Source: an optimization exercise on an open RTL-to-GDS flow (aim: small area, a short achievable clock period and few clock cycles). Production flows keep margins and buffers that such runs may drop. No run shown here included a check of the RTL's function; only the layout flow was run. No activity file was given, so power comes from the tool's default toggle rates.

**flow/constraint.sdc**
```tcl
create_clock -name core_clock -period 12.0 [get_ports {clk}]
set_input_delay 2.4000 -clock core_clock [delete_from_list [all_inputs] [get_ports {clk}]]
set_output_delay 2.4000 -clock core_clock [all_outputs]
set_load 0.01 [all_outputs]
```
**flow/flow/run.sh**
```bash
#!/bin/bash
export BUFFER_PORTS_ARGS="-buffer_cell sky130_fd_sc_hd__buf_1"
export SETUP_SLACK_MARGIN=8.2
bash standard.sh > standard.log 2>&1
```
**flow/design.v**
```verilog
module usbpd_msg_engine (
    input  wire         clk,
    input  wire         rst,           
    input  wire         cmd_valid,
    output wire         cmd_ready,
    input  wire [2:0]   cmd_op,
    input  wire [31:0]  cmd_arg,
    input  wire [223:0] cmd_obj,       
    output reg          rsp_valid,
    output reg          rsp_ok,
    output reg  [47:0]  rsp_data,
    output wire [223:0] rsp_obj,       
    output wire         tx_valid,
    input  wire         tx_ready,
    output reg  [7:0]   tx_data,
    input  wire         rx_valid,
    output wire         rx_ready,
    input  wire [7:0]   rx_data
);
    localparam [7:0] TOK_SYNC1   = 8'h12;
    localparam [7:0] TOK_SYNC2   = 8'h13;
    localparam [7:0] TOK_JAMCRC  = 8'hFF;
    localparam [7:0] TOK_EOP     = 8'h14;
    localparam [7:0] TOK_TXOFF   = 8'hFE;
    localparam [7:0] TOK_TXON    = 8'hA1;
    reg         idle;          
    reg         busy;          
    wire        ld = ~busy;    
    reg         bm;            
    reg         bc;            
    reg         is_cap;        
    reg         btx;           
    reg         brx;           
    reg [5:0]   cnt;           
    reg [2:0]   nobj;          
    reg         ft;            
    reg         tgen;          
    reg         tfull;         
    reg [7:0]   tx_next;       
    reg         fr;            
    reg         er;            
    reg [7:0]   rb;            
    reg         rbv;           
    reg [223:0] obj;
    assign cmd_ready = idle;
    assign tx_valid  = btx;
    assign rx_ready  = brx;
    assign rsp_obj   = obj;
    wire op_tx  = (cmd_op == 3'd4);
    wire op_rx  = (cmd_op == 3'd5);
    wire op_2c  = (cmd_op[2:1] == 2'b01);
    wire push   = btx & tgen & ~tfull;         
    wire pop    = btx & tx_ready;              
    wire et     = btx & ~tgen & ~tfull;        
    wire rx_go  = brx & rx_valid;
    wire done   = (et & tx_ready) | (er & rx_valid);
    wire sh     = (push & ft) | rbv;
    wire [15:0] packhdr = {1'b0, cmd_arg[7:5], cmd_arg[10:8], cmd_arg[11],
                           cmd_arg[13:12], cmd_arg[14], cmd_arg[4:0]};
    wire [15:0] unpackhdr = {5'd0, cmd_arg[11:9], cmd_arg[14:12], cmd_arg[4:0]};
    wire [47:0] unpackcap_raw = {6'd0, cmd_arg[21:20], cmd_arg[24], cmd_arg[25],
                                 cmd_arg[26], cmd_arg[27], cmd_arg[28], cmd_arg[29],
                                 cmd_arg[31:30], 12'd0, cmd_arg[9:0], cmd_arg[19:10]};
    wire [47:0] packreq_raw = {6'd0, cmd_arg[29:21], 1'b0, 1'b0, cmd_arg[2:0], 3'b000, 1'b1,
                               19'd0, cmd_arg[20:16]};
    reg [47:0] codec;
    always @(*) begin
        case (cmd_op)
        3'd0:    codec = {32'd0, packhdr};
        3'd1:    codec = {32'd0, unpackhdr};
        3'd2:    codec = unpackcap_raw;
        3'd3:    codec = packreq_raw;
        3'd4:    codec = {32'd0, cmd_arg[15:0]};    
        default: codec = 48'd0;
        endcase
    end
    wire [15:0] cap_ma  = {rsp_data[19:10], 3'b000} + {rsp_data[19:10], 1'b0};
    wire [12:0] cap_t   = {rsp_data[9:0], 2'b00} + rsp_data[9:0];
    wire [15:0] cap_mv  = {rsp_data[12:0], 3'b000} + {rsp_data[12:0], 1'b0};
    wire [8:0]  req_xh  = rsp_data[41:33];
    wire [5:0]  req_qh  = req_xh / 9'd10;
    wire [3:0]  req_rh  = req_xh % 9'd10;
    wire [8:0]  req_xl  = {rsp_data[41:38], rsp_data[4:0]};
    wire [4:0]  req_ql  = req_xl / 9'd10;
    wire [9:0]  req_raw = {rsp_data[14:10], req_ql};
    wire [5:0] cn  = cnt + 6'd1;
    wire [5:0] n4  = {1'b0, nobj, 2'b00};
    always @(posedge clk) begin
        if (rst) begin
            idle      <= 1'b1;
            busy      <= 1'b0;
            bm        <= 1'b0;
            bc        <= 1'b0;
            btx       <= 1'b0;
            brx       <= 1'b0;
            rsp_valid <= 1'b0;
        end else begin
            rsp_valid <= (idle & cmd_valid & ~op_tx & ~op_rx & ~op_2c) | bc | done;
            if (idle) begin
                if (cmd_valid & (op_tx | op_rx | op_2c)) begin
                    idle <= 1'b0;
                    busy <= 1'b1;
                end
                bm  <= cmd_valid & op_2c;
                bc  <= 1'b0;
                btx <= cmd_valid & op_tx;
                brx <= cmd_valid & op_rx;
            end else if (bm) begin
                bm   <= 1'b0;
                bc   <= 1'b1;
            end else if (bc | done) begin
                idle <= 1'b1;
                busy <= 1'b0;
                bc   <= 1'b0;
                btx  <= 1'b0;
                brx  <= 1'b0;
            end
        end
    end
    always @(posedge clk) begin
        if (ld | rst) begin
            cnt   <= 6'd0;
            nobj  <= cmd_arg[18:16];
            ft    <= 1'b0;
            tgen  <= 1'b1;
            fr    <= 1'b0;
            er    <= 1'b0;
        end else if (push) begin
            cnt  <= cn;
            ft   <= (cn >= 6'd6) && (cn <= 6'd5 + n4);
            tgen <= (cn != 6'd10 + n4);
        end else if (rx_go) begin
            cnt <= cn;
            if (cnt == 6'd2) begin
                nobj <= rx_data[6:4];
                fr   <= (rx_data[6:4] != 3'd0);
            end else begin
                fr   <= (cn >= 6'd3) && (cn < 6'd3 + n4);
            end
            er <= (cnt == 6'd1) ? ~rsp_ok : ((cnt >= 6'd3) && (cn == 6'd6 + n4));
        end
    end
    reg [7:0] tx_new;
    always @(*) begin
        if (cn <= 6'd2)
            tx_new = TOK_SYNC1;
        else if (cn == 6'd3)
            tx_new = TOK_SYNC2;
        else if (cn == 6'd4)
            tx_new = {3'b100, nobj, 2'b10};
        else if (cn == 6'd5)
            tx_new = rsp_data[7:0];
        else if (cn == 6'd6)
            tx_new = rsp_data[15:8];
        else if (ft)
            tx_new = obj[7:0];
        else if (cn == 6'd7 + n4)
            tx_new = TOK_JAMCRC;
        else if (cn == 6'd8 + n4)
            tx_new = TOK_EOP;
        else if (cn == 6'd9 + n4)
            tx_new = TOK_TXOFF;
        else
            tx_new = TOK_TXON;
    end
    always @(posedge clk) begin
        if (ld | rst) begin
            tx_data <= TOK_SYNC1;
            tfull   <= 1'b0;
        end else begin
            if (pop)
                tx_data <= tfull ? tx_next : tx_new;
            if (push & ~pop)
                tx_next <= tx_new;
            if (pop)
                tfull <= 1'b0;
            else if (push)
                tfull <= 1'b1;
        end
    end
    always @(posedge clk) begin
        rb  <= rx_data;
        rbv <= rx_go & fr & ~rst;
    end
    always @(posedge clk) begin
        if (bm) begin
            if (is_cap) begin
                rsp_data[31:16] <= cap_ma;
                rsp_data[12:0]  <= cap_t;
            end else begin
                rsp_data[41:38] <= req_rh;
                rsp_data[15:10] <= req_qh;
            end
        end else if (bc) begin
            if (is_cap) begin
                rsp_data[15:0]  <= cap_mv;
            end else begin
                rsp_data[41:32] <= 10'd0;
                rsp_data[23:0]  <= {4'd0, req_raw[9:0], req_raw[9:0]};
            end
        end else if (ld) begin
            rsp_ok   <= (cmd_op[2:1] != 2'b11);
            rsp_data <= codec;
            is_cap   <= ~cmd_op[0];
        end else if (push) begin
            if (cn == 6'd6) rsp_data[15:0] <= 16'd0;    
        end else if (rx_go) begin
            if (cnt == 6'd0) rsp_ok <= (rx_data[7:5] == 3'b111);
            if (cnt == 6'd1 && rsp_ok) rsp_data[7:0]  <= rx_data;
            if (cnt == 6'd2 && rsp_ok) rsp_data[15:8] <= rx_data;
        end
    end
    integer j;
    always @(posedge clk) begin
        if (ld)
            obj <= cmd_obj;
        else if (sh) begin
            for (j = 0; j < 27; j = j + 1)
                if (brx && (j % 4 == 3) && (nobj == j / 4 + 1))
                    obj[8*j +: 8] <= rb;
                else
                    obj[8*j +: 8] <= obj[8*j+8 +: 8];
            obj[223:216] <= rb;
        end
    end
endmodule
```
**flow/standard.sh**
```bash
#!/bin/bash
# synth_recipe.tcl (not shown) runs the flow's synth.tcl, then flattens the netlist and writes it again
# the make line also repeats each setting of config.mk as NAME=value (left out here)
make -C /OpenROAD-flow-scripts/flow DESIGN_CONFIG=/design/flow/config.mk WORK_HOME=/design/flow/orfs CLKGATE_MAP_FILE= SYNTH_SCRIPT=/design/flow/synth_recipe.tcl "${@:-finish}"
```
**flow/config.mk**
```make
export PLATFORM = sky130hd
export DESIGN_NAME = usbpd_msg_engine
export DESIGN_NICKNAME = usbpd_msg_engine
export VERILOG_FILES = /design/flow/design.v
export SDC_FILE = /design/flow/constraint.sdc
export NUM_CORES = 4
export LEC_CHECK = 0
export CAP_MARGIN = 20
export CORE_MARGIN = 2
export CORE_UTILIZATION = 50
export CTS_BUF_LIST = sky130_fd_sc_hd__clkbuf_4 sky130_fd_sc_hd__clkbuf_8
export SLEW_MARGIN = 20
```
==> impl_results.md, run 1 <==
* Outcome: complete, no violations
* Vias in the first global route at 14000
* CTS tree: done
* Largest net degree at the start of global routing at 226
* Worst setup SP type: flip-flop
* FMAX at 0.265 GHz
* Vias/cell at 5.85
* Post-synth ARST share at 0%
* Total gr overflow at 0
* Setup_tns at 0 ns
* Drt drc at 0
* Row count at 68
* Fin Clk Skew at 0.0243 ns
* Lkg Pwr at 7.91 nW
* Fin crit period at 3.78 ns
* IO Count at 557
* CP max stage cell: edfxtp_1
* Mapped cell area at 17400 µm²
* Final std cells w/o fill at 2577
* Critical path's top delay family: flip-flops
* Die height at 191 µm
* Area after DPL at 19700 µm²
* CTS Hold Buffers Added at 0
* Cell internal pwr at 2.15 mW
* Total GRT Usage at 34.7%
* Post-route core utilization at 61.3%
* Top cells by area, synth: edfxtp_1 48%, mux2_2 12%, mux2i_1 4.3%
* Synth Register Bits at 313
* Initial Util at 50.5%
* Clock transition at path regs at 0.06 ns
* CP Max Fanout at 24
* Skew-Pair Late Insertion Delay at 0.65 ns
* Post-synth EDFFs at 278
* Fraction of layout cells with a size suffix above 1 at 16.4%
* Top layer in use: met5
* Antenna-violating nets left at 0
* Switching pwr at 1.05 mW
* Area Overhead vs Synth at 21.2%
* Dominant synthesized flop cell: edfxtp_1
* Crit path DAT at 1.38 ns
* Final hold violation count at 0
* Sequential Power Share at 45.2%
* Routed length on met3 at 6.82 mm
* First-pass GRT wire length at 91.5 mm
* Peak VDD IR at 0.124 mV
* Commonest non-fill, non-tap cells in the layout: 541 x buf_1, 278 x edfxtp_1, 180 x mux2_2
* Switching share of power at 32.7%
* Crit-path cells: buf_12 -> buf_1
* Maximum clock path buffer count at 3
* Data required, critical path at 9.60 ns
* Placed cells at 2448
* Initial antenna violation count at 19
* Final slew viol count at 0
* RSZ-0062 raised after global routing: no
* CP bufs+invs at 2
* Metal-1 WL at 24.7 mm
* Pwr Density at 151 nW/µm²
* Commonest non-fill, non-tap cell in the layout: buf_1
* Clock Power Share at 29.9%
* Cell area after layout at 21100 µm²
* Die ar. at 36300 µm²
* DR iter-0 viols at 1403
* Mean post-synth cell area at 11.4 µm²
* Nets at 2385
* Worst path max stage delay at 0.42 ns
* Vias at 15100
* Rel. slew slack at 28.7%
* Cell taking the most area after synthesis: edfxtp_1
* Synth top area share at 47.9%
* TritonCTS Buffers at 51
* Max_cap viols at 0
* Syn Inst Count at 1530
* Final setup violation count at 0
* Met2 WL at 30.5 mm
* Gpl congestion at 0.962
* Final cycle utilization of the critical path at 31.5%
* WS Path Type: reg -> out
* DIE WIDTH at 191 µm
* Sequential-to-total area share from yosys stat at 52.0%
* Sink Count at 313
* Drt wl/cell at 25.2 µm
* Detailed-route wire length at 65.0 mm
* Drt pass-1 iters at 6
* H-tree depth at 2
* Core box area at 34500 µm²
* DP HPWL at 49.0 mm
* Worst-Margin Slew at 1.07 ns
* Warnings, synthesis at 1
* Endpoint class of the critical path: output port
* Comb power frac at 24.9%
* Input/output buffers at 549
* CTS root buf: clkbuf_8
* Hold Crit Class: reg -> reg
* Distinct cell type count after synthesis at 87
path summary, 6_finish.rpt:
path              cells past startpoint  slack (ns)           end          from
setup / recovery                      2        8.22  rsp_data[40]  rsp_data[40]
hold / removal                        2        0.46    tx_data[0]    tx_data[0]
setup reg to reg                     13        8.38  rsp_data[41]  rsp_data[39]
hold reg to reg                       2        0.46    tx_data[0]    tx_data[0]
repair_timing:
| item | CTS | global route |
|---|---|---|
| endpoints found under the hold margin | 0 | 0 |
| gates resized for setup | 19 | 10 |
| cloned | 1 | 0 |
| buffers inserted | 20 | 5 |
| endpoints found under the setup margin | 51 | 26 |
| pin swaps | 0 | 1 |
stage by stage:
step	hold slack [ns]	power (mW)	worst slack [ns]
floorplan	0.432	1.91	8.20
global placement	0.442	2.20	6.87
detailed placement	0.453	2.21	6.79
CTS	0.459	3.19	8.21
global route	0.479	3.32	8.18
finish	0.457	3.20	8.22
synth_stat cells (all sizes together), types with 10 or more instances:
cell / n
xor2: 10
nor3: 23
o22ai: 13
buf: 32
xnor2: 18
inv: 45
a22oi: 11
a21o: 12
a221oi: 10
o211ai: 12
dfxtp: 35
nand2: 90
nand3: 28
ha: 38
a21oi: 134
o21ai: 70
clkbuf: 70
nor2b: 23
nor2: 142
a211oi: 20
nand2b: 11
mux2: 180
edfxtp: 278
mux2i: 76
area by class of cell:
cell class	instances	area (µm²)
fill	3065	13400
tap	455	569
clock inverter	9	53.8
antenna	11	27.5
sequential	313	9060
timing repair buffer	586	2450
clock buffer	82	966
inverter	48	180
multi-input combinational	1073	7800
cells by family after synthesis:
family	count (synthesis)	synth area share, %
flip-flops	313	52.0
XOR/XNOR	30	1.67
adder cells (fa/ha/maj)	43	3.14
multiplexers	256	16.0
buffers and inverters	150	3.67
AO/OA/AOI/OAI	358	13.1
other	1	0.0215
AND/OR/NAND/NOR	379	10.4
sequential cells by signal (all words and copies together) (netlist names), 3 cells and up:
name      count
nobj          3
cnt           6
tx_data       8
rsp_data     41
rb            8
obj         224
tx_next       8
worst reg2reg max path, cell delays in order (launching register included):
cell      delay, ns
edfxtp_1       0.47
buf_4          0.20
nor2b_2        0.40
nand2_1        0.17
o21ai_0        0.19
a211o_1        0.19
nand2_4        0.10
xor2_2         0.18
ha_1           0.18
a21o_1         0.21
or2_2          0.29
o221a_2        0.32
or4_1          0.48
nand3_1        0.10
per-layer routing:
metal,vias up,track usage (%)
li1,6840,-
met1,7307,43.8
met2,766,54.5
met3,154,11.4
met4,16,15.2
met5,-,0
power by group through the flow:
stage	Clock, mW	Combinational, mW	Sequential, mW
6_report	0.956	0.797	1.44
5_1_grt	1.01	0.853	1.45
4_1_cts	0.966	0.778	1.44
3_5_place_dp	0	0.723	1.49
3_3_place_gp	0	0.719	1.48
2_1_floorplan	0	0.427	1.48
==> inputs of run 2 (changes only) <==
--- a/flow/design.v
+++ b/flow/design.v
@@ -183,7 +183,11 @@
         rbv <= rx_go & fr & ~rst;
     end
     always @(posedge clk) begin
-        if (bm) begin
+        if (ld) begin
+            rsp_ok   <= (cmd_op[2:1] != 2'b11);
+            rsp_data <= codec;
+            is_cap   <= ~cmd_op[0];
+        end else if (bm) begin
             if (is_cap) begin
                 rsp_data[31:16] <= cap_ma;
                 rsp_data[12:0]  <= cap_t;
@@ -198,10 +202,6 @@
                 rsp_data[41:32] <= 10'd0;
                 rsp_data[23:0]  <= {4'd0, req_raw[9:0], req_raw[9:0]};
             end
-        end else if (ld) begin
-            rsp_ok   <= (cmd_op[2:1] != 2'b11);
-            rsp_data <= codec;
-            is_cap   <= ~cmd_op[0];
         end else if (push) begin
             if (cn == 6'd6) rsp_data[15:0] <= 16'd0;    
         end else if (rx_go) begin
==> run 2 against run 1 <==
Still clean. Critical path depth unchanged. Global-route usage down 0.11 points. Clock skew up 0.010 ns. Critical path type unchanged. Critical endpoint is now rsp_data[38]. Largest cell class unchanged. Largest power group unchanged.
==> impl_results.md, run 2 <==
* Post-synth EDFFs at 278 (unchanged)
* DR iter-0 viols at 1239 (-12%)
* Cell taking the most area after synthesis: edfxtp_1
* Sink Count at 313 (unchanged)
* Worst-Margin Slew at 1.07 ns (-0.00455 ns)
* H-tree depth at 2 (unchanged)
* Total GRT Usage at 34.6% (-0.11 points)
* Detailed-route wire length at 63.9 mm (-1.7%)
* Distinct cell type count after synthesis at 86 (-1.1%)
* Post-synth top cells: 278 x edfxtp_1, 180 x mux2_2, 129 x nor2_1
* First-pass GRT wire length at 91.2 mm (-0.38%)
* Sequential-to-total area share from yosys stat at 53.0% (+1.0 points)
* PnR worst setup slack at 8.21 ns (-0.0162 ns)
* DP HPWL at 47.7 mm (-2.6%)
* Warnings, synthesis at 1 (unchanged)
* Initial Util at 50.8% (+0.25 points)
* FMAX at 0.264 GHz (-0.43%)
* Input/output buffers at 549 (unchanged)
* Worst path max stage delay at 0.48 ns (+0.06 ns)
* Die ar. at 35600 µm² (-1.9%)
* CP Max Fanout at 5 (-79%)
* Data required, critical path at 9.60 ns (about the same)
* Post-synth ARST share at 0% (unchanged)
* Synth top area share at 48.9% (+0.96 points)
* Hold Crit Start: er
* Setup_tns at 0 ns (unchanged)
* Post-route core utilization at 62.6% (+1.4 points)
* IO Count at 557 (unchanged)
* Nets at 2374 (-0.46%)
* Fraction of layout cells with a size suffix above 1 at 17.5% (+1.1 points)
* Drt pass-1 iters at 6 (unchanged)
* Pwr Density at 151 nW/µm² (about the same)
* Commonest non-fill, non-tap cells in the layout: 542 x buf_1, 278 x edfxtp_1, 180 x mux2_2
* Crit-path cells: buf_6 -> buf_6
* Peak VDD IR at 0.104 mV (-16%)
* Critical path's top delay family: flip-flops
* Max_cap viols at 0 (unchanged)
* Mean post-synth cell area at 11.5 µm² (+1.2%)
* Maximum clock path buffer count at 3 (unchanged)
* Clock transition at path regs at 0.06 ns (about the same)
* Skew-Pair Late Insertion Delay at 0.64 ns (about the same)
* Dominant synthesized flop cell: edfxtp_1
* Final slew viol count at 0 (unchanged)
* Initial antenna violation count at 9 (-10)
* CTS Hold Buffers Added at 0 (unchanged)
* Biggest register: obj
* Fin crit period at 3.79 ns (+0.0162 ns)
* Most frequent cell after synthesis: edfxtp_1
* CP bufs+invs at 2 (unchanged)
* Hold_ws at 0.464 ns (+0.00681 ns)
* Endpoint class of the critical path: output port
* Drt drc at 0 (unchanged)
* Drt wl/cell at 25.0 µm (-1.0%)
* Commonest non-fill, non-tap cell in the layout: buf_1
* Gpl congestion at 0.936 (-2.7%)
* Vias in the first global route at 14300 (+2.1%)
* Lkg Pwr at 7.94 nW (+0.35%)
* Most frequent CP cell: buf_6
* Fin Clk Skew at 0.0343 ns (+0.0100 ns)
* Top cells by area, synth: edfxtp_1 49%, mux2_2 12%, dfxtp_1 4.1%
* CP max stage cell: edfxtp_1
* Core box area at 33600 µm² (-2.4%)
* Fill cells at 2906 (-5.2%)
* Rel. slew slack at 29.0% (+0.30 points)
* Hold Crit Class: reg -> reg
* Final setup violation count at 0 (unchanged)
* CP startpoint: rsp_data[38]
* Vias/cell at 5.85 (-0.11%)
* WS Path Type: reg -> out
* TritonCTS Buffers at 56 (+9.8%)
* Total gr overflow at 0 (unchanged)
* Synth Register Bits at 313 (unchanged)
* R2R Path Start: rsp_data[40]
* CTS tree: done
* Largest net degree at the start of global routing at 183 (-19%)
* Crit path DAT at 1.39 ns (about the same)
* Dpl ws at 7.58 ns (+0.785 ns)
* Vias at 15000 (-0.77%)
* Placed cells at 2402 (-1.9%)
* Die height at 189 µm (-0.96%)
* Max FFs per register at 224 (unchanged)
* Final std cells w/o fill at 2560 (-0.66%)
* Row count at 67 (-1.5%)
* Mapped cell area at 17100 µm² (-2.0%)
* Syn Inst Count at 1482 (-3.1%)
* Area Overhead vs Synth at 23.3%
* DIE WIDTH at 189 µm (-0.96%)
* Final cycle utilization of the critical path at 31.6% (+0.13 points)
* CTS root buf: clkbuf_8
* Top flop regs: obj (224), rsp_data (41)
* RSZ-0062 raised after global routing: yes
* Antenna-violating nets left at 0 (unchanged)
* Worst setup SP type: flip-flop
* Final hold violation count at 0 (unchanged)
* Outcome: complete, no violations
## run 2: cell types whose count changed in the layout (fill, tap and decap cells not counted), moves of 6 or more
| cell | before | now |
|---|---|---|
| buf_4 | 30 | 57 |
| clkbuf_4 | 27 | 8 |
| clkinv_1 | 10 | 22 |
| nor2_1 | 141 | 129 |
| clkinv_2 | 0 | 11 |
| a211oi_1 | 20 | 10 |
| inv_1 | 44 | 34 |
| a21oi_1 | 134 | 127 |
| diode_2 | 11 | 4 |
| a21boi_0 | 9 | 3 |
| mux2i_1 | 75 | 69 |
| o22ai_1 | 13 | 19 |
## run 2: worst paths after layout
check	end	slack (ns)	cells past startpoint
worst max-delay path	rsp_data[38]	8.21	2
worst min-delay path	er	0.46	2
worst max register to register	rsp_data[41]	8.23	18
worst min register to register	er	0.46	2
## run 2: area by class of cell
cell class	count	area [µm²]	area share [%]
diodes	4	10.0	0.0475
clock buffers	65	845	4.01
clock inverters	39	290	1.38
inverters	38	143	0.678
multi-input cells	1039	7550	35.9
flip-flops and latches	313	9060	43.0
well taps	448	561	2.66
repair buffers	614	2600	12.4
## run 2: through the flow
stage / total power [mW] / area [µm²]
finish: 3.19 / 21100
CTS: 3.17 / 20900
detailed placement: 2.11 / 19400
floorplan: 1.83 / 17100
global route: 3.30 / 21000
global placement: 2.11 / 19400
## run 2: kinds of logic (layout without fill, tap and decap cells)
kind of cell / count (synthesis) / count (layout) / synth area share (%)
compound gates: 350 / 350 / 13.0
fa+ha+maj: 41 / 41 / 3.08
mux: 249 / 249 / 15.9
flops: 313 / 313 / 53.0
other cells: 1 / 11 / 0.0220
simple gates: 359 / 359 / 9.78
buf+inv: 136 / 756 / 3.36
xor+xnor: 33 / 33 / 1.86
## run 2: power by group
| group | internal [mW] | switching (mW) | total, mW | leakage (nW) |
|---|---|---|---|---|
| sequential | 1.34 | 0.101 | 1.44 | 3.20 |
| clock | 0.557 | 0.480 | 1.04 | 0.589 |
| combinational | 0.277 | 0.434 | 0.712 | 4.15 |
## run 2: tightest hold or removal path, cell delays in order, from the launching register on
cell and delay, ns:
dfxtp_1 0.32, nand2_1 0.05, a21oi_1 0.05
## run 2: per-layer routing
layer	share of wire, %	global-route usage [%]	up-vias
li1	-	-	6751
met1	38	42.8	7246
met2	49	57.8	821
met3	8.8	9.03	141
met4	4.1	14.0	8
met5	0.088	0	-
## run 2: timing repair
item / 4_1_cts / 5_1_grt
resized for setup: 19 / 12
pin swaps: 2 / 3
buffers inserted: 39 / 11
endpoints found under the setup margin: 87 / 75
==> inputs of run 3 (changes only) <==
--- a/flow/design.v
+++ b/flow/design.v
@@ -41,6 +41,7 @@
     reg         er;            
     reg [7:0]   rb;            
     reg         rbv;           
+    reg [2:0]   tk;            
     reg [223:0] obj;
     assign cmd_ready = idle;
     assign tx_valid  = btx;
@@ -137,7 +138,7 @@
             end else begin
                 fr   <= (cn >= 6'd3) && (cn < 6'd3 + n4);
             end
-            er <= (cnt == 6'd1) ? ~rsp_ok : ((cnt >= 6'd3) && (cn == 6'd6 + n4));
+            er <= (cnt == 6'd1) ? (rb[7:5] != 3'b111) : ((cnt >= 6'd3) && (cn == 6'd6 + n4));
         end
     end
     reg [7:0] tx_new;
@@ -179,15 +180,12 @@
         end
     end
     always @(posedge clk) begin
-        rb  <= rx_data;
+        if (rx_go) rb <= rx_data;
         rbv <= rx_go & fr & ~rst;
-    end
-    always @(posedge clk) begin
-        if (ld) begin
-            rsp_ok   <= (cmd_op[2:1] != 2'b11);
-            rsp_data <= codec;
-            is_cap   <= ~cmd_op[0];
-        end else if (bm) begin
+        tk  <= {3{rx_go & ~rst}} & {cnt == 6'd2, cnt == 6'd1, cnt == 6'd0};
+    end
+    always @(posedge clk) begin
+        if (bm) begin
             if (is_cap) begin
                 rsp_data[31:16] <= cap_ma;
                 rsp_data[12:0]  <= cap_t;
@@ -202,12 +200,16 @@
                 rsp_data[41:32] <= 10'd0;
                 rsp_data[23:0]  <= {4'd0, req_raw[9:0], req_raw[9:0]};
             end
+        end else if (ld) begin
+            rsp_ok   <= (cmd_op[2:1] != 2'b11);
+            rsp_data <= codec;
+            is_cap   <= ~cmd_op[0];
         end else if (push) begin
             if (cn == 6'd6) rsp_data[15:0] <= 16'd0;    
-        end else if (rx_go) begin
-            if (cnt == 6'd0) rsp_ok <= (rx_data[7:5] == 3'b111);
-            if (cnt == 6'd1 && rsp_ok) rsp_data[7:0]  <= rx_data;
-            if (cnt == 6'd2 && rsp_ok) rsp_data[15:8] <= rx_data;
+        end else begin
+            if (tk[0]) rsp_ok <= (rb[7:5] == 3'b111);
+            if (tk[1] && rsp_ok) rsp_data[7:0]  <= rb;
+            if (tk[2] && rsp_ok) rsp_data[15:8] <= rb;
         end
     end
     integer j;
==> flow/flow/run.sh (replaced) <==
#!/bin/bash
export BUFFER_PORTS_ARGS="-buffer_cell sky130_fd_sc_hd__buf_1"
export SETUP_SLACK_MARGIN=8.5
bash standard.sh > standard.log 2>&1
==> run 3 against run 2 <==
Synthesized cell count grew 2.7%. Largest power group unchanged. Critical path depth shrank 1. Critical path type unchanged. Power grew 7.2%.
==> impl_results.md, run 3 <==
* Outcome: complete, no violations
* RSZ-0062 raised after global routing: yes
* Post-synth EDFFs at 286 (+2.9%)
* Total GRT Usage at 34.8% (+0.19 points)
* Pwr Density at 148 nW/µm² (-2.1%)
* Peak VDD IR at 0.115 mV (+10%)
* Reg2reg setup slack at 8.40 ns (+0.17 ns)
* CP max stage cell: edfxtp_1
* Die ar. at 36300 µm² (+1.7%)
* Switching pwr at 1.04 mW (+2.6%)
* Worst setup path endpoint: rsp_data[5]
* FMAX at 0.267 GHz (+1.3%)
* Data required, critical path at 9.60 ns (about the same)
* Row count at 68 (+1.5%)
* Setup_tns at 0 ns (unchanged)
* Hold Crit Class: reg -> reg
* R2R Path Start: rsp_data[36]
* CTS tree: done
* Max FFs per register at 224 (unchanged)
* CTS root buf: clkbuf_8
* Cell taking the most area after synthesis: edfxtp_1
* CP Max Fanout at 2 (-3)
* Vias/cell at 5.73 (-2.1%)
* Final std cells w/o fill at 2691 (+5.1%)
* Total gr overflow at 0 (unchanged)
* Distinct cell type count after synthesis at 77 (-10%)
* Most frequent cell after synthesis: edfxtp_1
* Sequential Power Share at 42.1% (-3.0 points)
* Clock transition at path regs at 0.06 ns (about the same)
* Core box area at 34400 µm² (+2.3%)
* Initial antenna violation count at 15 (+6)
* Crit-path cells: buf_1
* PnR worst setup slack at 8.26 ns (+0.0474 ns)
* WS Path Type: reg -> out
* Worst path max stage delay at 0.51 ns (+0.03 ns)
* Worst-Margin Slew at 1.17 ns (+0.101 ns)
* Placed cells at 2436 (+1.4%)
* Fin Clk Skew at 0.0319 ns (-0.00243 ns)
* Endpoint class of the critical path: output port
* GR Util met3 at 9.18% (+0.15 points)
* Crit path DAT at 1.34 ns (-0.05 ns)
* Biggest register: obj
* Drt drc at 0 (unchanged)
* Syn Inst Count at 1522 (+2.7%)
* IO Count at 557 (unchanged)
* Lkg Pwr at 9.51 nW (+20%)
* First-pass GRT wire length at 92.9 mm (+1.9%)
* Comb power frac at 25.8% (+3.5 points)
* Grt peak-use layer: met2
* CP startpoint: rsp_data[5]
* Commonest non-fill, non-tap cell in the layout: buf_1
* CP bufs+invs at 1 (-1)
* Top cells by area, synth: edfxtp_1 49%, mux2_2 12%, mux2i_1 4.2%
* Largest net degree at the start of global routing at 182 (-0.55%)
* Final setup violation count at 0 (unchanged)
* Reg2reg path depth at 16 (-2)
* Stages on the worst setup path at 1 (-1)
* Vias in the first global route at 14600 (+2.0%)
* Skew-Pair Late Insertion Delay at 0.66 ns (+0.02 ns)
* Worst setup SP type: flip-flop
* Nets at 2496 (+5.1%)
* Sink Count at 316 (+0.96%)
* DIE WIDTH at 190 µm (+0.86%)
* Mapped cell area at 17400 µm² (+1.8%)
* Switching share of power at 30.5% (-1.4 points)
* Max_cap viols at 0 (unchanged)
* Hold Crit Start: tx_data[4]
* Warnings, synthesis at 1 (unchanged)
* Initial Util at 50.6% (-0.25 points)
* Maximum clock path buffer count at 3 (unchanged)
* Synth top area share at 49.4% (+0.54 points)
* Detailed-route wire length at 65.4 mm (+2.4%)
* Mean post-synth cell area at 11.4 µm² (-0.92%)
* Drt pass-1 iters at 5 (-1)
* Input/output buffers at 549 (unchanged)
* Gpl congestion at 0.935 (-0.13%)
* Post-route core utilization at 67.1% (+4.5 points)
* Post-synth top cells: 286 x edfxtp_1, 179 x mux2_2, 136 x nor2_1
* Final slew viol count at 0 (unchanged)
* Final Power at 3.42 mW (+7.2%)
* Antenna-violating nets left at 0 (unchanged)
* Rel. slew slack at 22.3% (-6.7 points)
* Final hold violation count at 0 (unchanged)
* Dominant synthesized flop cell: edfxtp_1
* Drt wl/cell at 24.3 µm (-2.6%)
* DP HPWL at 47.2 mm (-1.2%)
* Met2 usage at 58.5% (+0.67 points)
* H-tree depth at 2 (unchanged)
* Fin crit period at 3.74 ns (-0.0474 ns)
* Area Overhead vs Synth at 32.7%
* Final cycle utilization of the critical path at 31.2% (-0.40 points)
* Die height at 190 µm (+0.86%)
* Commonest non-fill, non-tap cells in the layout: 287 x buf_1, 286 x edfxtp_1, 179 x mux2_2
* Fill cells at 2847 (-2.0%)
* Post-synth ARST share at 0% (unchanged)
* Dpl ws at 7.61 ns (+0.0358 ns)
* Synth Register Bits at 316 (+0.96%)
* Top flop regs: obj (224), rsp_data (41)
* Fraction of layout cells with a size suffix above 1 at 34.5% (+17 points)
* Vias at 15400 (+3.0%)
* Clock Power Share at 32.1% (-0.5 points)
* Cell internal pwr at 2.38 mW (+9.4%)
* DR iter-0 viols at 1367 (+10%)
* RR Endpoint: rsp_data[40]
* Met1 usage at 43.4% (+0.64 points)
* Sequential-to-total area share from yosys stat at 52.9% (-0.11 points)
* Critical path's top delay family: flip-flops
* TritonCTS Buffers at 54 (-3.6%)
run 3: cells by family (layout without fill, tap and decap cells):
| kind of cell | count (synthesis) | after routing | synth area share (%) |
|---|---|---|---|
| flops | 316 | 316 | 52.9 |
| mux | 253 | 253 | 15.9 |
| other cells | 1 | 15 | 0.0216 |
| compound gates | 349 | 349 | 12.6 |
| simple gates | 376 | 376 | 10.0 |
| xor+xnor | 31 | 31 | 1.73 |
| fa+ha+maj | 44 | 44 | 3.24 |
| buf+inv | 152 | 852 | 3.65 |
run 3: per-stage QoR:
step / area, µm² / hold WS (ns)
CTS: 22400 / 0.478
finish: 23100 / 0.474
global placement: 19800 / 0.475
floorplan: 17600 / 0.431
global route: 23100 / 0.507
detailed placement: 19800 / 0.465
run 3: power by group through the flow:
| stage | combinational [mW] | clock [mW] | sequential [mW] |
|---|---|---|---|
| finish | 0.881 | 1.10 | 1.44 |
| global route | 0.936 | 1.15 | 1.45 |
| CTS | 0.810 | 1.11 | 1.43 |
| detailed placement | 0.651 | 0 | 1.49 |
| global placement | 0.644 | 0 | 1.49 |
| floorplan | 0.379 | 0 | 1.50 |
run 3: layout make-up:
cell class / count / area (µm²) / area share [%]
Tap cell: 455 / 569 / 2.47
Timing Repair Buffer: 708 / 4090 / 17.7
Multi-Input combinational cell: 1060 / 7780 / 33.7
Clock buffer: 88 / 1060 / 4.60
Inverter: 42 / 160 / 0.694
Sequential cell: 316 / 9220 / 40.0
Antenna cell: 8 / 20.0 / 0.0868
Clock inverter: 14 / 160 / 0.694
run 3: worst min-delay path by stage:
| stage | to | cells after the start |
|---|---|---|
| final | tx_data[4] | 2 |
| after CTS | tx_data[4] | 2 |
| after detailed placement | tx_data[4] | 2 |
| after floorplan | rbv | 1 |
| after global routing | tx_data[4] | 2 |
| after global placement | tx_data[4] | 2 |
run 3: repair_timing:
action                     CTS  global route
hold buffers                 0             0
pin swaps                    7             8
gates resized for setup    267           181
setup endpoints to repair  302           300
setup buffers              101            43
run 3: routing by layer:
metal  part of all wire, %  vias to the layer above
met5                  0.12                        -
met4                   3.6                       12
met3                   8.3                      144
met2                    49                      675
met1                    38                     7568
li1                      -                     7010
run 3: tightest hold or removal path, delay by kind of cell, from the launching register on:
kind           cells  cell delay [ns]
flip-flops         1             0.33
AO/OA/AOI/OAI      2             0.11
==> inputs of run 4 (changes only) <==
==> flow/flow/run.sh (replaced) <==
#!/bin/bash
export BUFFER_PORTS_ARGS="-buffer_cell sky130_fd_sc_hd__buf_1"
export SETUP_SLACK_MARGIN=8.8
bash standard.sh > standard.log 2>&1
==> run 4 against run 3 <==
Core utilization grew 1.7 points. Setup slack lost 0.0067 ns. Synthesized cell count is the same. Clock skew shrank 0.0040 ns. Flip-flop and latch count is the same. Combinational power grew 3.6%. Clock power shrank 8%. Global-route usage shrank 0.077 points. Fmax shrank 0.18%. Critical path type unchanged. Largest cell class unchanged.
==> impl_results.md, run 4 <==
* Clock transition at path regs at 0.06 ns (about the same)
* Hold Crit Class: reg -> reg
* Mean post-synth cell area at 11.4 µm² (unchanged)
* Total GRT Usage at 34.7% (-0.077 points)
* Worst setup SP type: flip-flop
* Core box area at 34400 µm² (unchanged)
* Crit path DAT at 1.35 ns (about the same)
* Rel. slew slack at 37.4% (+15 points)
* RR Endpoint: rsp_data[40]
* Initial antenna violation count at 17 (+2)
* Row count at 68 (unchanged)
* Final hold violation count at 0 (unchanged)
* Antenna-violating nets left at 0 (unchanged)
* Synth top area share at 49.4% (unchanged)
* Commonest non-fill, non-tap cells in the layout: 290 x buf_1, 286 x edfxtp_1, 179 x mux2_2
* Sink Count at 316 (unchanged)
* Fill cells at 2757 (-3.2%)
* Vias at 15600 (+1.6%)
* Detailed-route wire length at 65.9 mm (+0.78%)
* Post-synth EDFFs at 286 (unchanged)
* Max_cap viols at 0 (unchanged)
* Syn Inst Count at 1522 (unchanged)
* Biggest register: obj
* Final slew viol count at 0 (unchanged)
* Nets at 2536 (+1.6%)
* Reg2reg path depth at 18 (+2)
* Dpl ws at 7.48 ns (-0.137 ns)
* Maximum clock path buffer count at 3 (unchanged)
* Crit-path cells: buf_8 -> buf_6
* Die ar. at 36300 µm² (unchanged)
* DIE WIDTH at 190 µm (unchanged)
* CP max stage cell: edfxtp_1
* Worst path max stage delay at 0.44 ns (-0.07 ns)
* Initial Util at 50.6% (unchanged)
* Placed cells at 2436 (unchanged)
* Vias in the first global route at 14700 (+0.78%)
* Max FFs per register at 224 (unchanged)
* Endpoint class of the critical path: output port
* Multi-input gate area at 7970 µm² (+2.5%)
* Vias/cell at 5.73 (about the same)
* Drt pass-1 iters at 5 (unchanged)
* Post-route core utilization at 68.8% (+1.7 points)
* Pwr Density at 142 nW/µm² (-3.8%)
* Post-synth ARST share at 0% (unchanged)
* Final cycle utilization of the critical path at 31.3% (+0.056 points)
* First-pass GRT wire length at 92.4 mm (-0.52%)
* Warnings, synthesis at 1 (unchanged)
* Synth Register Bits at 316 (unchanged)
* H-tree depth at 2 (unchanged)
* Reg2reg setup slack at 8.48 ns (+0.08 ns)
* IO Count at 557 (unchanged)
* CTS Hold Buffers Added at 0 (unchanged)
* Lkg Pwr at 9.76 nW (+2.7%)
* Sequential-to-total area share from yosys stat at 52.9% (unchanged)
* Top flop regs: obj (224), rsp_data (41)
* Final setup violation count at 0 (unchanged)
* Peak VDD IR at 0.0977 mV (-15%)
* Dominant synthesized flop cell: edfxtp_1
* Outcome: complete, no violations
* FMAX at 0.267 GHz (-0.18%)
* Commonest non-fill, non-tap cell in the layout: buf_1
* Cell taking the most area after synthesis: edfxtp_1
* CP Max Fanout at 2 (unchanged)
* Data required, critical path at 9.60 ns (about the same)
* Post-synth top cells: 286 x edfxtp_1, 179 x mux2_2, 136 x nor2_1
* Fin Clk Skew at 0.0279 ns (-0.00400 ns)
* Fraction of layout cells with a size suffix above 1 at 36.6% (+2.1 points)
* CTS root buf: clkbuf_8
* Total gr overflow at 0 (unchanged)
* Top cells by area, synth: edfxtp_1 49%, mux2_2 12%, mux2i_1 4.2%
* Gpl congestion at 0.914 (-2.3%)
* Input/output buffers at 549 (unchanged)
* Die height at 190 µm (unchanged)
* Mapped cell area at 17400 µm² (unchanged)
* WS Path Type: reg -> out
* Distinct cell type count after synthesis at 77 (unchanged)
* CP startpoint: rsp_data[41]
* Largest net degree at the start of global routing at 99 (-46%)
* FF+latch area at 9220 µm² (about the same)
* Fin crit period at 3.75 ns (+0.00674 ns)
* CTS tree: done
* Final std cells w/o fill at 2732 (+1.5%)
* DP HPWL at 46.8 mm (-0.84%)
* Worst setup path endpoint: rsp_data[41]
* RSZ-0062 raised after global routing: yes
* Most frequent cell after synthesis: edfxtp_1
* Setup_tns at 0 ns (unchanged)
* Drt drc at 0 (unchanged)
* R2R Path Start: rsp_data[41]
* DR iter-0 viols at 1303 (-4.7%)
* Drt wl/cell at 24.1 µm (-0.74%)
* Skew-Pair Late Insertion Delay at 0.67 ns (about the same)
* PnR worst setup slack at 8.25 ns (-0.00674 ns)
* TritonCTS Buffers at 55 (+1.9%)
* Area Overhead vs Synth at 36.1%
* Worst-Margin Slew at 0.938 ns (-0.227 ns)
-- run 4: worst min path at each step --
stage / to / slack [ns] / start / cells after the start
6_report: tx_data[4] / 0.48 / tx_data[4] / 2
5_1_grt: tx_data[4] / 0.51 / tx_data[4] / 2
4_1_cts: tx_data[4] / 0.48 / tx_data[4] / 2
3_5_place_dp: tx_data[4] / 0.46 / tx_data[4] / 2
3_3_place_gp: tgen / 0.46 / tgen / 1
2_1_floorplan: rbv / 0.43 / fr / 1
-- run 4: report_power, final --
part	internal (mW)	leakage, nW	switching [mW]
registers	1.35	3.19	0.0907
clock network	0.548	0.584	0.466
logic	0.421	5.98	0.492
total	2.32	9.76	1.05
-- run 4: kinds of logic after synthesis --
kind of cell    count (synthesis)  share of synthesized area [%]
other cells                     1                         0.0216
compound gates                349                           12.6
buf+inv                       152                           3.65
mux                           253                           15.9
xor+xnor                       31                           1.73
flops                         316                           52.9
fa+ha+maj                      44                           3.24
simple gates                  376                           10.0
-- run 4: metal layers --
metal / vias to the layer above / part of all wire, % / GRT usage, %
met5: - / 0.079 / 0
li1: 7114 / - / -
met4: 8 / 3.7 / 13.0
met3: 140 / 8.6 / 9.26
met2: 727 / 49 / 58.1
met1: 7659 / 38 / 43.1
-- run 4: repair_timing --
item / 4_1_cts / 5_1_grt
setup endpoints to repair: 435 / 376
cloned: 4 / 3
pin swaps: 17 / 30
hold endpoints to repair: 0 / 0
buffers inserted: 119 / 58
gates resized for setup: 295 / 214
-- run 4: area by class of cell --
cell class	instances	share of cell area (%)
repair buffers	746	19.3
multi-input cells	1061	33.7
clock buffers	82	4.19
diodes	16	0.169
well taps	455	2.41
flip-flops and latches	316	39.0
inverters	42	0.762
clock inverters	14	0.445
-- run 4: through the flow --
step	cell area (µm²)	hold WS [ns]	power (mW)
after detailed placement	19800	0.465	2.15
after global routing	23600	0.514	3.48
after CTS	22600	0.476	3.30
after floorplan	17700	0.431	1.88
final	23600	0.480	3.37
after global placement	19800	0.464	2.14
-- run 4: worst max-delay path, delay by kind of cell (launching register included) --
family | cells | cell delay (ns)
DFF | 1 | 0.44
buffers and inverters | 2 | 0.27
==> inputs of run 5 (changes only) <==
==> flow/flow/run.sh (replaced) <==
#!/bin/bash
export BUFFER_PORTS_ARGS="-buffer_cell sky130_fd_sc_hd__buf_1"
export SETUP_SLACK_MARGIN=8.2
bash standard.sh > standard.log 2>&1
--- a/flow/config.mk
+++ b/flow/config.mk
@@ -8,5 +8,7 @@
 export CAP_MARGIN = 20
 export CORE_MARGIN = 2
 export CORE_UTILIZATION = 50
-export CTS_BUF_LIST = sky130_fd_sc_hd__clkbuf_4 sky130_fd_sc_hd__clkbuf_8
+export CTS_BUF_LIST = sky130_fd_sc_hd__clkbuf_8
+export CTS_CLUSTER_DIAMETER = 60
+export CTS_CLUSTER_SIZE = 16
 export SLEW_MARGIN = 20
==> run 5 against run 4 <==
Still clean. Flip-flop and latch count is the same. Design area shrank 12%. Clock-buffer cell count shrank 49. Critical path type unchanged.
==> impl_results.md, run 5 <==
* Outcome: complete, no violations
* Syn Inst Count at 1522 (unchanged)
* PnR worst setup slack at 8.24 ns (-0.0137 ns)
* Largest net degree at the start of global routing at 93 (-6.1%)
* Max_cap viols at 0 (unchanged)
* Commonest non-fill, non-tap cells in the layout: 542 x buf_1, 286 x edfxtp_1, 179 x mux2_2
* Worst setup SP type: flip-flop
* Hold endpoint: bc
* Crit path DAT at 1.36 ns (about the same)
* FMAX at 0.266 GHz (-0.36%)
* Final hold violation count at 0 (unchanged)
* Fin Clk Skew at 0.0641 ns (+0.0362 ns)
* RSZ-0062 raised after global routing: yes
* Core box area at 34400 µm² (unchanged)
* Area Overhead vs Synth at 19.3%
* Dominant synthesized flop cell: edfxtp_1
* WHS Path Cells at 2 (unchanged)
* Final slew viol count at 0 (unchanged)
* Lkg Pwr at 7.73 nW (-21%)
* Critical path's top delay family: flip-flops
* Drt pass-1 iters at 7 (+2)
* Endpoint class of the critical path: output port
* H-tree depth at 1 (-1)
* Worst path max stage delay at 0.50 ns (+0.06 ns)
* Pwr Density at 143 nW/µm² (about the same)
* Total GRT Usage at 33.4% (-1.4 points)
* Input/output buffers at 549 (unchanged)
* Maximum clock path buffer count at 3 (unchanged)
* Rel. slew slack at 24.4% (-13 points)
* CTS tree: done
* Hold Crit Start: bm
* Most frequent cell after synthesis: edfxtp_1
* Vias/cell at 5.83 (+1.7%)
* Peak VDD IR at 0.114 mV (+16%)
* Warnings, synthesis at 1 (unchanged)
* FF+latch area at 9200 µm² (-0.24%)
* Skew-Pair Late Insertion Delay at 0.67 ns (about the same)
* WS Path Type: reg -> out
* TritonCTS Buffers at 31 (-44%)
* IO Count at 557 (unchanged)
* DR iter-0 viols at 1369 (+5.1%)
* Setup_tns at 0 ns (unchanged)
* Post-synth EDFFs at 286 (unchanged)
* DIE WIDTH at 190 µm (unchanged)
* Hold Crit Class: reg -> reg
* Drt wl/cell at 24.9 µm (+3.1%)
* CP bufs+invs at 1 (-1)
* Vias at 14800 (-5.6%)
* Post-synth ARST share at 0% (unchanged)
* CP Max Fanout at 2 (unchanged)
* Reg2reg path depth at 15 (-3)
* CP max stage cell: edfxtp_1
* DP HPWL at 46.7 mm (about the same)
* Worst-Margin Slew at 1.13 ns (+0.196 ns)
* Row count at 68 (unchanged)
* Detailed-route wire length at 63.1 mm (-4.3%)
* Final cycle utilization of the critical path at 31.4% (+0.11 points)
* Cell taking the most area after synthesis: edfxtp_1
* Initial antenna violation count at 16 (-1)
* Commonest non-fill, non-tap cell in the layout: buf_1
* Dpl ws at 7.27 ns (-0.208 ns)
* Synth Register Bits at 316 (unchanged)
* First-pass GRT wire length at 88.8 mm (-3.9%)
* RR Endpoint: rsp_data[40]
* CTS root buf: clkbuf_8
* Final setup violation count at 0 (unchanged)
* Antenna-violating nets left at 0 (unchanged)
* Distinct cell type count after synthesis at 77 (unchanged)
* Clock transition at path regs at 0.11 ns (+0.05 ns)
* Initial Util at 50.6% (unchanged)
* Synth top area share at 49.4% (unchanged)
* Mean post-synth cell area at 11.4 µm² (unchanged)
* Post-synth top cells: 286 x edfxtp_1, 179 x mux2_2, 136 x nor2_1
* Crit-path cells: buf_1
* R2R Path Start: rsp_data[36]
* Data required, critical path at 9.60 ns (about the same)
* Drt drc at 0 (unchanged)
* Reg2reg setup slack at 8.30 ns (-0.18 ns)
* Sink Count at 316 (unchanged)
* Total gr overflow at 0 (unchanged)
* Fin crit period at 3.76 ns (+0.0137 ns)
* Die ar. at 36300 µm² (unchanged)
* Max FFs per register at 224 (unchanged)
* Top flop regs: obj (224), rsp_data (41)
* Nets at 2361 (-6.9%)
* Fraction of layout cells with a size suffix above 1 at 15.2% (-21 points)
* Multi-input gate area at 7630 µm² (-4.3%)
* Fill cells at 3063 (+11%)
* Mapped cell area at 17400 µm² (unchanged)
* CTS Hold Buffers Added at 0 (unchanged)
* Top cells by area, synth: edfxtp_1 49%, mux2_2 12%, mux2i_1 4.2%
* Gpl congestion at 0.933 (+2.2%)
* Biggest register: obj
* Die height at 190 µm (unchanged)
* Vias in the first global route at 13800 (-6.5%)
* Sequential-to-total area share from yosys stat at 52.9% (unchanged)
==> run 5: cell type report <==
| class | count | area share, % |
|---|---|---|
| Timing Repair Buffer | 596 | 11.7 |
| Clock inverter | 24 | 1.30 |
| Multi-Input combinational cell | 1060 | 36.8 |
| Clock buffer | 33 | 2.19 |
| Antenna cell | 9 | 0.109 |
| Sequential cell | 316 | 44.4 |
| Inverter | 42 | 0.761 |
| Tap cell | 455 | 2.75 |
==> run 5: report_power, final <==
group          switching [mW]  internal, mW
sequential             0.0966          1.35
combinational           0.442         0.276
clock                   0.434         0.357
==> run 5: what timing repair did <==
action,CTS,global route
hold endpoints to repair,0,0
pin swaps,0,0
buffers inserted,27,6
gates cloned,0,0
gates resized for setup,10,10
setup endpoints to repair,45,14
==> run 5: how the worst max path moves through the flow <==
stage	slack, ns	cells past startpoint	from	endpoint
2_1_floorplan	7.11	4	btx	obj[0]
3_3_place_gp	7.30	7	cmd_op[1]	rsp_data[5]
3_5_place_dp	7.27	6	cmd_op[1]	rsp_data[19]
4_1_cts	8.01	1	rsp_data[40]	rsp_data[40]
5_1_grt	8.08	14	rsp_data[39]	rsp_data[40]
6_report	8.24	1	obj[187]	rsp_obj[187]
==> run 5: kinds of logic after synthesis <==
kind of cell	count (synthesis)	share of synthesized area, %
AO/OA/AOI/OAI	349	12.6
flip-flops	316	52.9
buffers and inverters	152	3.65
other	1	0.0216
AND/OR/NAND/NOR	376	10.0
multiplexers	253	15.9
XOR/XNOR	31	1.73
adder cells (fa/ha/maj)	44	3.24
==> run 5: per-layer routing <==
metal	wire length, µm	global-route usage [%]	part of all wire, %
met4	3020	14.1	4.8
met5	110	0	0.17
met2	30300	54.4	48
met3	5350	9.96	8.5
met1	24300	41.3	38
==> run 5: through the flow <==
stage / area [µm²] / total power, mW / util, % / cells / hold slack (ns)
CTS: 20600 / 2.94 / 60.0 / 2520 / 0.477
global route: 20700 / 3.06 / 60.2 / 2529 / 0.494
global placement: 19700 / 2.13 / 57.3 / 2436 / 0.457
floorplan: 17400 / 1.87 / - / 1528 / 0.431
detailed placement: 19700 / 2.14 / 57.3 / 2436 / 0.457
finish: 20700 / 2.95 / 60.3 / 2535 / 0.475

## re-timing with driven ports
The results above use ideal ports. As a check the final layouts listed here were re-extracted and re-timed, cells and wires unchanged. Step 1 sets driving cells, clkbuf_16 on the clock port and buf_2 on the other inputs (assumed; they add their load-dependent delay and slew). Step 2 adds t to the input delays and takes it off the output delays; t is the mean of the earliest and latest rising clock arrival at the registers after step 1. Input paths then give back, and output paths get back, about the clock's delay inside the block. Slacks: ideal ports / drivers / drivers and shift; pairs: ideal ports / drivers.
run | t, ns | setup WS [ns] | cell pins on the clock port's net
run 1 | 0.689 | 8.225 / 8.173 / 7.590 | 1
run 2 | 0.683 | 8.209 / 8.155 / 7.664 | 1
run 3 | 0.696 | 8.256 / 8.205 / 7.894 | 1
run 4 | 0.702 | 8.249 / 8.199 / 8.025 | 1
run 5 | 0.698 | 8.236 / 8.183 / 7.566 | 1
After both steps every run listed still meets setup and hold. The setup slack of run 5, which loses most, moves by -0.053 ns with the drivers and by -0.670 ns with both steps.
